Source: an optimization exercise on an open RTL-to-GDS flow (aim: small area). Production flows keep margins and buffers that such runs may drop.
Only simulation tests tie the RTL to the original design; equivalence was not proved.
Power and IR drop assume default switching activity.

==> flow/design.v (excerpt) <==
module csb_top (
    input  wire        clk,
    input  wire        rst,           
    input  wire        ctl_valid,
    input  wire [31:0] ctl_word,
    output reg         resp_valid,
    output wire [1:0]  resp_code,
    output reg  [31:0] resp_value,
    output reg         lc_line_valid,
    output wire [1:0]  lc_line,
    output reg         lc_role_valid,
    output wire        lc_role,
    output wire [1:0]  lc_pull,
    output reg         obs_valid,
    output wire [1:0]  obs_mask,
    input  wire        cap_valid,
    input  wire [31:0] cap_word,
    output reg         cap_rearm,     
    output wire        meas_req,
    output wire [2:0]  meas_ch,
    input  wire        meas_ack,
    input  wire        meas_err,
    input  wire [15:0] meas_data,
    output wire        tx_valid,
    output wire [7:0]  tx_data,
    input  wire        tx_ready,
    output wire        sleep_req,
    output wire [23:0] sleep_us,
    input  wire        timer_done
);
Size in the first run: roughly 1700 flip-flops, ~170 I/O pins.
export LEC_CHECK = 0
export CAP_MARGIN = 10
export CORE_MARGIN = 2
export CORE_UTILIZATION = 55
export SLEW_MARGIN = 10
create_clock -name core_clock -period 10.0 [get_ports {clk}]
standard.sh (not shown) runs the stock make flow with config.mk's settings and CLKGATE_MAP_FILE= SYNTH_SCRIPT=/design/flow/synth_recipe.tcl, a recipe that flattens the netlist after the stock synthesis.
==> flow/flow/run.sh <==
#!/bin/bash
# Layout flow: the standard flow, except
#  - synthesis maps the logic with Yosys's default (area-oriented) ABC script,
#    with more area-recovery rounds, instead of ORFS's speed script; registers are mapped exactly as in the
#    standard synthesis, and this is checked against it (falling back to the
#    standard synthesis if they differ);
#  - clock tree: clkbuf_8 leaf clusters of up to 16 sinks and no dummy loads;
#  - port buffers: buf_1 on every input and output port.
# Floorplan, power grid, placement, routing and finishing are standard.sh's.
set -euo pipefail
W=$(pwd)

python3 - "$W" <<'PY'
import sys, os
w = sys.argv[1]
src = open(os.path.join(os.environ["FLOW_HOME"], "scripts", "synth.tcl")).read()
old = "  log_cmd abc {*}$abc_args\n"
assert src.count(old) == 1, "abc call not found"
src = src.replace(old, "  log_cmd abc {*}$lib_args {*}$lib_dont_use_args -script {+strash;&get,-n;&fraig,-x;&put;scorr;dc2;dretime;strash;&get,-n;&dch,-f;&nf,-R,1000;&put}\n")
open(os.path.join(w, "own_synth.tcl"), "w").write(src)
b = open(os.path.join(w, "synth_recipe.tcl")).read()
line = "source $::env(SCRIPTS_DIR)/synth.tcl"
assert b.count(line) == 1, "synth.tcl source line not found"
open(os.path.join(w, "own_synth_recipe.tcl"), "w").write(b.replace(line, "source " + os.path.join(w, "own_synth.tcl")))
PY

MK=$(grep '^make ' standard.sh)
MK=${MK//'"${@:-finish}"'/synth}
# reference: the standard synthesis, in its own folder
REF=${MK//"WORK_HOME=$W/orfs"/"WORK_HOME=$W/ref_orfs"}
echo "$REF" > ref_synth_cmd.txt
eval "$REF" > ref_synth.log 2>&1
# own synthesis
OWN=${MK//synth_recipe.tcl/own_synth_recipe.tcl}
echo "$OWN" > own_synth_cmd.txt
eval "$OWN" > own_synth.log 2>&1

python3 - "$W" > reg_check.log 2>&1 <<'PY' || { echo "registers differ: standard synthesis" >> reg_check.log; rm -rf "$W/orfs"; }
import sys, re
w = sys.argv[1]
def regs(p):
    t = open(p).read()
    return sorted(re.findall(r'^\s*(sky130_fd_sc_hd__\w*df\w*)\s+(\S+)\s*\(', t, re.M))
a = regs(w + "/ref_orfs/results/sky130hd/csb_top/base/1_2_yosys.v")
b = regs(w + "/orfs/results/sky130hd/csb_top/base/1_2_yosys.v")
print(len(a), len(b))
sys.exit(0 if a == b and a else 1)
PY
rm -rf "$W/ref_orfs/objects" "$W/ref_orfs/results"

export CTS_ARGS="-sink_clustering_enable -repair_clock_nets -sink_clustering_size 16 -sink_clustering_max_diameter 60 -buf_list {sky130_fd_sc_hd__clkbuf_8} -dont_use_dummy_load"
export BUFFER_PORTS_ARGS="-buffer_cell sky130_fd_sc_hd__buf_1"
bash standard.sh > standard_finish.log 2>&1
The first run completed with no timing, DRC or antenna violations.
Edit:
--- a/flow/flow/run.sh
+++ b/flow/flow/run.sh
@@ -2,8 +2,7 @@
 # Layout flow: the standard flow, except
-#  - synthesis maps the logic with Yosys's default (area-oriented) ABC script,
-#    with more area-recovery rounds, instead of ORFS's speed script; registers are mapped exactly as in the
+#  - synthesis maps the logic with Yosys's default (area-oriented) ABC script
+#    instead of ORFS's speed script; registers are mapped exactly as in the
 #    standard synthesis, and this is checked against it (falling back to the
 #    standard synthesis if they differ);
-#  - clock tree: clkbuf_8 leaf clusters of up to 16 sinks and no dummy loads;
-#  - port buffers: buf_1 on every input and output port.
+#  - clock tree: larger sink clusters and no dummy loads.
 # Floorplan, power grid, placement, routing and finishing are standard.sh's.
@@ -18,3 +17,3 @@
 assert src.count(old) == 1, "abc call not found"
-src = src.replace(old, "  log_cmd abc {*}$lib_args {*}$lib_dont_use_args -script {+strash;&get,-n;&fraig,-x;&put;scorr;dc2;dretime;strash;&get,-n;&dch,-f;&nf,-R,1000;&put}\n")
+src = src.replace(old, "  log_cmd abc {*}$lib_args {*}$lib_dont_use_args\n")
 open(os.path.join(w, "own_synth.tcl"), "w").write(src)
What happened:
- The changed run produced a clean layout
- clock power stays flat
- design area is about the same
- setup slack improved by 0.35 ns
- register-to-register slack improved by 0.20 ns
- non-clock buffer count is lower by 8
- hold slack is about the same
- total power is higher by 0.36%
- critical path depth is lower by 5
- via count is higher by 1.2%
- global-route usage is higher by 1.2 points
- routed wire length is higher by 2.9%
Edit:
--- a/flow/flow/run.sh
+++ b/flow/flow/run.sh
@@ -49,4 +49,3 @@
 
-export CTS_ARGS="-sink_clustering_enable -repair_clock_nets -sink_clustering_size 16 -sink_clustering_max_diameter 60 -buf_list {sky130_fd_sc_hd__clkbuf_8} -dont_use_dummy_load"
-export BUFFER_PORTS_ARGS="-buffer_cell sky130_fd_sc_hd__buf_1"
+export CTS_ARGS="-sink_clustering_enable -repair_clock_nets -sink_clustering_size 24 -sink_clustering_max_diameter 80 -buf_list {sky130_fd_sc_hd__clkbuf_8 sky130_fd_sc_hd__clkbuf_16} -dont_use_dummy_load"
 bash standard.sh > standard_finish.log 2>&1
Flip-flop and latch count stays the same.
Routed wire length fell by 0.79%.
Power rose by 2.4%.
First-iteration DRC count rose by 1.6%.
Clock-buffer cell count fell by 55.
Clock power rose by 7.4%.
Worst hold slack improved by 0.019 ns.

separate check: timing with driven ports:
How much do the figures lean on ideal ports? The routed layouts below were timed once more, with nothing changed but the port constraints.
Step 1: set_driving_cell puts a clkbuf_16 on clk and a buf_2 on each other input, an assumption about the parent block.
Step 2 also shifts input and output timing later by t, the mid clock arrival at the registers, as if the neighbouring blocks saw the same clock.
Three values: no drivers, after step 1, after step 2; two values: the first two.
| run | shift t [ns] | setup slack, ns | slew at the worst register clock pin (ns) |
|---|---|---|---|
| the first run | 0.906 | 1.145 / 1.070 / 1.190 | 0.11 / 0.11 |
| the second run | 0.922 | 1.498 / 1.422 / 1.343 | 0.11 / 0.11 |
| the third run | 0.767 | 0.531 / 0.451 / 1.218 | 0.10 / 0.10 |
After both steps every run listed still meets setup and hold. The setup slack of the second run, which loses most, moves by -0.076 ns with the drivers and by -0.155 ns with both steps.
